Background: an optimization exercise with open tools, aiming at small area, a short achievable clock period and few clock cycles. Do not read the settings as production practice.
RTL that was checked went through simulation tests only; none was proved equivalent to the original.
No activity file was given, so power comes from the tool's default toggle rates.

## the reference run
// dsb1_pid
module dsb1_pid (
    input  wire         clk,
    input  wire         rst,         
    input  wire         ev_valid,
    input  wire [31:0]  ev_word,
    output wire         ev_ready,
    output reg          act_valid,
    output wire [10:0]  act_a,
    output wire [10:0]  act_b,
    output wire [10:0]  act_c,
    output wire [10:0]  act_d,
    output reg          tx_valid,
    output wire [335:0] tx_frame,    
    output reg          pos_valid,
    output reg  [1:0]   pos_axis,
    output reg  [31:0]  pos_value
);
    localparam [3:0] EV_INIT   = 4'h1;
    localparam [3:0] EV_TICK   = 4'h2;
    localparam [3:0] EV_TEL    = 4'h3;
    localparam [3:0] EV_RX     = 4'h4;
    localparam [3:0] EV_COMMIT = 4'h5;
    localparam [3:0] EV_TXDONE = 4'h6;
    localparam [3:0] EV_TXERR  = 4'h7;
    localparam [3:0] EV_POS    = 4'h8;
    localparam [3:0] EV_ENC    = 4'h9;
    localparam [4:0] S_HDR  = 5'd0;
    localparam [4:0] S_TAIL = 5'd10;
    localparam [4:0] S_C0   = 5'd16;
    localparam [4:0] S_C8   = 5'd24;
    localparam [7:0] HEADER = 8'h23;
    localparam [7:0] TAIL   = 8'h21;
    reg       sr_v, sa_v, sb_v, sc_v;
    reg [1:0] sr_k, sc_k;
    reg        rst_q;
    reg        ev_v;
    reg [3:0]  ev_q;
    reg [1:0]  ax_q;
    reg [15:0] data_q;
    reg        hold;      
    assign ev_ready = !hold;
    wire       go      = ev_v && !hold;
    wire       do_tick = go && ev_q == EV_TICK;
    wire       sr_v_n  = do_tick | (sr_v && sr_k != 2'd3);
    wire [1:0] sr_k_n  = do_tick ? 2'd0 : sr_k + 2'd1;
    wire       ev_v_n  = hold ? ev_v : ev_valid;
    wire [3:0] ev_q_n  = hold ? ev_q : ev_word[31:28];
    wire       hold_n  = ev_v_n &&
                         ((ev_q_n == EV_TICK && sr_v_n && sr_k_n != 2'd3) ||
                          (ev_q_n == EV_INIT && (sr_v_n || sr_v)));
    always @(posedge clk) begin
        rst_q <= rst;
        if (rst) begin
            ev_v <= 1'b0;
            hold <= 1'b0;
        end else begin
            ev_v <= ev_v_n;
            hold <= hold_n;
        end
        if (!hold) begin
            ev_q   <= ev_word[31:28];
            ax_q   <= ev_word[27:26];
            data_q <= ev_word[15:0];
        end
    end
    wire [7:0] b = data_q[7:0];
    wire init      = rst_q | (go && ev_q == EV_INIT);
    wire do_tel    = go && ev_q == EV_TEL;
    wire do_rx     = go && ev_q == EV_RX;
  ...
Size: ~3800 cells after synthesis, roughly 40000 sq um of cells after synthesis.
Settings: LEC_CHECK=0, CAP_MARGIN=20, CORE_MARGIN=2, CORE_UTILIZATION=40, SLEW_MARGIN=20; clock period 36.0 ns.
run.sh (not shown) runs the stock make flow with config.mk's settings and CLKGATE_MAP_FILE= SYNTH_SCRIPT=/design/flow/synth_recipe.tcl, a recipe that flattens the netlist after the stock synthesis.
> inputs changed (the reference run -> the trial run)
diff --git a/flow/design.v b/flow/design.v
--- a/flow/design.v
+++ b/flow/design.v
@@ -207,31 +207,33 @@
     wire signed [9:0]  r_mv    = rdiff[9] ? r_dn : r_up;
     wire               to_goal = !en_s || near;
     wire signed [8:0]  ramp_n  = to_goal ? goal : r_mv[8:0];
     wire signed [7:0]  r_half  = (r_mv[8:0] + {8'd0, r_mv[8]}) >>> 1;
     wire signed [7:0]  sp_base = to_goal ? t_r : r_half;
     wire signed [8:0]  sp      = sp_base + b_r;
     reg signed [8:0]  sp_r;
     reg signed [15:0] d_r;
     wire signed [16:0] e       = sp_r - d_r;
     wire               e_hi    = !e[16] && e[15:0] > 16'd1000;
     wire               e_lo    = e[16] && e[15:0] < 16'hFC18;    
-    wire signed [11:0] isum    = integ[0] + $signed(e[11:0]);
+    wire signed [11:0] e12     = e[11:0];
+    wire signed [11:0] isum    = integ[0] + e12;
     wire signed [9:0]  integ_n = (e_hi || (!e_lo && isum > 12'sd500))  ? 10'sd500 :
                                  (e_lo || isum < -12'sd500)            ? -10'sd500 :
                                  isum[9:0];
     wire signed [17:0] base    = (e <<< 1) - (prev_err[0] >>> 1);
     reg signed [17:0] base_q;
     reg               p0_q;
     wire signed [9:0]  i_b  = integ[3];
-    wire signed [27:0] y    = $signed({base_q, 10'd0}) + 28'sd205 * i_b + 28'sd100;
+    wire signed [27:0] bq10 = {base_q, 10'd0};
+    wire signed [27:0] y    = bq10 + 28'sd205 * i_b + 28'sd100;
     wire        [9:0]  frac = y[9:0];
     reg signed [17:0] fl0_q;      
     reg               dec_q;      
     reg               rem_q;      
     wire signed [17:0] fl    = fl0_q - {17'd0, dec_q};
     wire signed [17:0] t     = fl + {17'd0, fl[17] & rem_q};
     wire signed [10:0] out_n = t > 18'sd1000 ? 11'sd1000 :
                                (t < -18'sd1000 ? -11'sd1000 : t[10:0]);
     integer j;
     always @(posedge clk) begin
         if (rst) begin
@@ -246,35 +248,29 @@
             sb_v      <= sa_v;
             sc_v      <= sb_v;
             act_valid <= sc_v && sc_k == 2'd3;
         end
         sr_k <= sr_k_n;
         if (sc_v)
             sc_k <= sc_k + 2'd1;
         else
             sc_k <= 2'd0;
         if (do_tick)
             en_s <= ramp_en;
-        if (sr_v) begin
-            sp_r <= sp;
-            d_r  <= last_delta[sr_k];
-        end
-        if (sa_v) begin
-            base_q <= base;
-            p0_q   <= prev_err[0][0];
-        end
-        if (sb_v) begin
-            fl0_q <= y[27:10];
-            dec_q <= p0_q & (frac <= 10'd610);
-            rem_q <= p0_q | (frac > 10'd200);
-        end
+        sp_r   <= sp;
+        d_r    <= last_delta[sr_k];
+        base_q <= base;
+        p0_q   <= prev_err[0][0];
+        fl0_q  <= y[27:10];
+        dec_q  <= p0_q & (frac <= 10'd610);
+        rem_q  <= p0_q | (frac > 10'd200);
         if (init) begin
             for (j = 0; j < 4; j = j + 1) begin
                 ramp[j]     <= 9'sd0;
                 integ[j]    <= 10'sd0;
                 prev_err[j] <= 17'sd0;
             end
         end else begin
             if (sr_v) begin
                 for (j = 0; j < 3; j = j + 1)
                     ramp[j] <= ramp[j + 1];
                 ramp[3] <= ramp_n;
[summary]
Having completed the whole flow, the trial run delivered a layout that passed the timing, DRC and antenna checks. Compared with the reference run, in the trial run worst path buffer plus inverter count moved up; clock skew moved up; share of the clock period used by the worst path after layout moved up; worst slack on hold paths moved down. For leakage dissipation, the trial run and the reference run come out practically identical. The trial run against the reference run: critical path depth went up, setup slack went down, clock network fraction of design power went down, switching share of power went up. Between the reference run and the trial run, fraction of final layout cells with drive strength greater than 1 increased. From the reference run to the trial run the numbers moved as follows: overall power up about 26%; relative contribution of combinational cells to total power grew by 15 points; maximum VDD drop shows an increase of 24%. The trial run: final period demand of the worst path is 170 ps higher than what the reference run reported.
Testbench counts of the trial run, summed over its fixed seeds: cycles 16,065.
No functional check of the RTL was part of the reference run.

* * *

the baseline:
dsb1_pid, a different RTL version from the one above (not shown whole).
For scale: roughly 3900 cells after synthesis, about 450 I/O pins, ~0.040 sq mm of cells after synthesis.
export LEC_CHECK = 0
export CAP_MARGIN = 20
export CORE_MARGIN = 2
export CORE_UTILIZATION = 40
export SLEW_MARGIN = 20
create_clock -name core_clock -period 36.0 [get_ports {clk}]
standard.sh (not shown) runs the stock make flow with config.mk's settings and CLKGATE_MAP_FILE= SYNTH_SCRIPT=/design/flow/synth_recipe.tcl, a recipe that flattens the netlist after the stock synthesis.
==> flow/flow/run.sh <==
#!/bin/bash
set -euo pipefail
bash standard.sh BUFFER_PORTS_ARGS="-buffer_cell sky130_fd_sc_hd__buf_1" finish > standard.log 2>&1
For the candidate, these inputs were changed with respect to the baseline:
--- a/flow/design.v
+++ b/flow/design.v
@@ -363,17 +363,17 @@
         else if (do_txclr)
             busy <= 1'b0;
     end
     assign tx_frame[7:0]     = HEADER;
     assign tx_frame[335:328] = TAIL;
     generate
         for (gi = 0; gi < 4; gi = gi + 1) begin : g_frame
-            assign tx_frame[8 + 16*gi +: 16]   = {{3{tgt_sy[gi]}}, {3{tgt_sx[gi]}}, {2{target[gi][7]}}, target[gi]};
+            assign tx_frame[8 + 16*gi +: 16]   = {{4{tgt_sy[gi]}}, {5{tgt_sx[gi]}}, target[gi][6:0]};
             assign tx_frame[72 + 32*gi +: 32]  = pos[gi];
-            assign tx_frame[200 + 32*gi +: 32] = {{6{ld_sy[gi]}}, {5{ld_sx[gi]}}, {5{last_delta[gi][15]}}, last_delta[gi]};
+            assign tx_frame[200 + 32*gi +: 32] = {{8{ld_sy[gi]}}, {9{ld_sx[gi]}}, last_delta[gi][14:0]};
         end
     endgenerate
     always @(posedge clk) begin
         for (j = 0; j < 4; j = j + 1) begin
             tgt_sx[j] <= target[j][7];
             tgt_sy[j] <= ~tgt_neg_n[j];
         end
From the baseline to the candidate the numbers moved as follows: fmax rose by 4.0 MHz; worst setup slack rose by 0.32 ns; core occupancy in the finished layout fell by 0.39 points; multiplexer share of the synthesized area fell by 0.32 points; finished layout cell area rose by 260 sq um. In the candidate, the via count came out about 0.3% above the value in the baseline. Proportion of power drawn by the clock network: higher on the baseline. Summary of the candidate over the baseline: global-route usage shrank by 0.70 points; power share of the combinational group went up.
Testbench counts of the candidate, summed over its fixed seeds: cycles 16,065.
For the baseline, only the layout was checked, not whether the RTL still works.

* * *

Setup of orange:
dsb1_pid with an RTL version that a note above also has.
For scale: ~4000 cells after synthesis, about 820 flip-flops, ~450 I/O pins.
export LEC_CHECK = 0
export CAP_MARGIN = 20
export CORE_MARGIN = 2
export CORE_UTILIZATION = 60
export CTS_CLUSTER_DIAMETER = 60
export CTS_CLUSTER_SIZE = 40
export PLACE_DENSITY = 0.7
export SLEW_MARGIN = 20
create_clock -name core_clock -period 36.0 [get_ports {clk}]
Scripts as last shown in full above: flow/flow/run.sh
Testbench counts of orange, summed over its fixed seeds: cycles 16,065.
Input changes introduced in red (baseline for comparison: orange):
--- a/flow/design.v
+++ b/flow/design.v
@@ -234,19 +234,24 @@
     reg signed [17:0] base_q;
     reg               p0_q;
     wire signed [9:0]  i_b  = integ[3];
     wire signed [27:0] bq10 = {base_q, 10'd0};
     wire signed [27:0] y    = bq10 + 28'sd205 * i_b + 28'sd100;
     wire        [9:0]  frac = y[9:0];
-    reg signed [17:0] fl0_q;      
+    wire signed [17:0] fl0  = y[27:10];
+    reg signed [11:0] f12_q;
+    reg               big_q;      
+    reg               small_q;    
     reg               dec_q;      
     reg               rem_q;      
-    wire signed [17:0] fl    = fl0_q - {17'd0, dec_q};
-    wire signed [17:0] t     = fl + {17'd0, fl[17] & rem_q};
-    wire signed [10:0] out_n = t > 18'sd1000 ? 11'sd1000 :
-                               (t < -18'sd1000 ? -11'sd1000 : t[10:0]);
+    wire signed [11:0] fl    = f12_q - {11'd0, dec_q};
+    wire signed [11:0] t     = fl + {11'd0, fl[11] & rem_q};
+    wire signed [10:0] out_n = big_q             ? 11'sd1000 :
+                               small_q           ? -11'sd1000 :
+                               t > 12'sd1000     ? 11'sd1000 :
+                               t < -12'sd1000    ? -11'sd1000 : t[10:0];
     integer j;
     always @(posedge clk) begin
         if (rst_q) begin
             sr_v <= 1'b0;
             sa_v <= 1'b0;
             sb_v <= 1'b0;
@@ -276,13 +281,15 @@
             end
         end
         sp_r   <= sp;
         d_r    <= last_delta[sr_k];
         base_q <= base;
         p0_q   <= prev_err[0][0];
-        fl0_q  <= y[27:10];
+        f12_q   <= fl0[11:0];
+        big_q   <= fl0 >= 18'sd1002;
+        small_q <= fl0 <= -18'sd1002;
         dec_q  <= p0_q & (frac <= 10'd610);
         rem_q  <= p0_q | (frac > 10'd200);
         if (init) begin
             for (j = 0; j < 4; j = j + 1) begin
                 ramp[j]     <= 9'sd0;
                 integ[j]    <= 10'sd0;
[summary]
In the final design statistics, red uses fewer standard cells in total than orange.
red vs orange: final cycle utilization of the critical path up in red
[red] via density per instance rose about 1.1% relative to orange
Of the two values seen for top layer reached by signal wires, met5 was produced by orange and met4 by red.
Total instance count after detailed placement, orange and red, higher one = orange.
Comparing orange and red, the higher proportion of power drawn by the clock network was measured on red.
red ends up with higher utilization than orange does.
Relative to orange, red degrades setup slack.
On total of flip-flops plus latches after synthesis: between orange and red, it ends up lower for red.
Relative to orange, flip-flop and latch count has decreased by about 0.5% in red.
[compare] base=orange new=red: count of inserted tapcells went down by about 1%; non-clock buffer count -0.66%; number of sinks driven by the clock tree lost 4.
On red: final hold slack is 5.0 ps higher than what orange gave.
Only the layout flow was run in red; the RTL was not checked for function there.

[separate check: timing with driven ports]
The results above use ideal ports. As a check the final layouts listed here were re-extracted and re-timed, cells and wires unchanged. Step 1 assumes that a clkbuf_16 drives the clock port and a buf_2 every other input. Step 2 adds t to the input delays and takes it off the output delays; t is the mean of the earliest and latest rising clock arrival at the registers after step 1. Input paths then give back, and output paths get back, about the clock's delay inside the block. Three values: ideal, step 1, step 2; two values: the first two.
run | t (ns) | setup WS [ns] | hold slack, ns | slew at the worst register clock pin (ns) | worst data-port slew with drivers (ns)
the reference run | 0.724 | 26.873 / 26.805 / 27.027 | 0.411 / 0.411 / 0.411 | 0.06 / 0.06 | 0.03
the trial run | 0.726 | 26.705 / 26.640 / 27.367 | 0.344 / 0.344 / 0.344 | 0.07 / 0.07 | 0.05
the baseline | 0.722 | 26.913 / 26.841 / 27.375 | 0.363 / 0.363 / 0.363 | 0.07 / 0.07 | 0.09
the candidate | 0.728 | 27.232 / 27.158 / 27.477 | 0.357 / 0.357 / 0.357 | 0.06 / 0.06 | 0.05
orange | 0.708 | 27.408 / 27.340 / 27.454 | 0.367 / 0.367 / 0.367 | 0.10 / 0.10 | 0.13
red | 0.705 | 27.197 / 27.127 / 27.495 | 0.372 / 0.372 / 0.372 | 0.12 / 0.12 | 0.04
After both steps setup and hold are still met in every run listed.
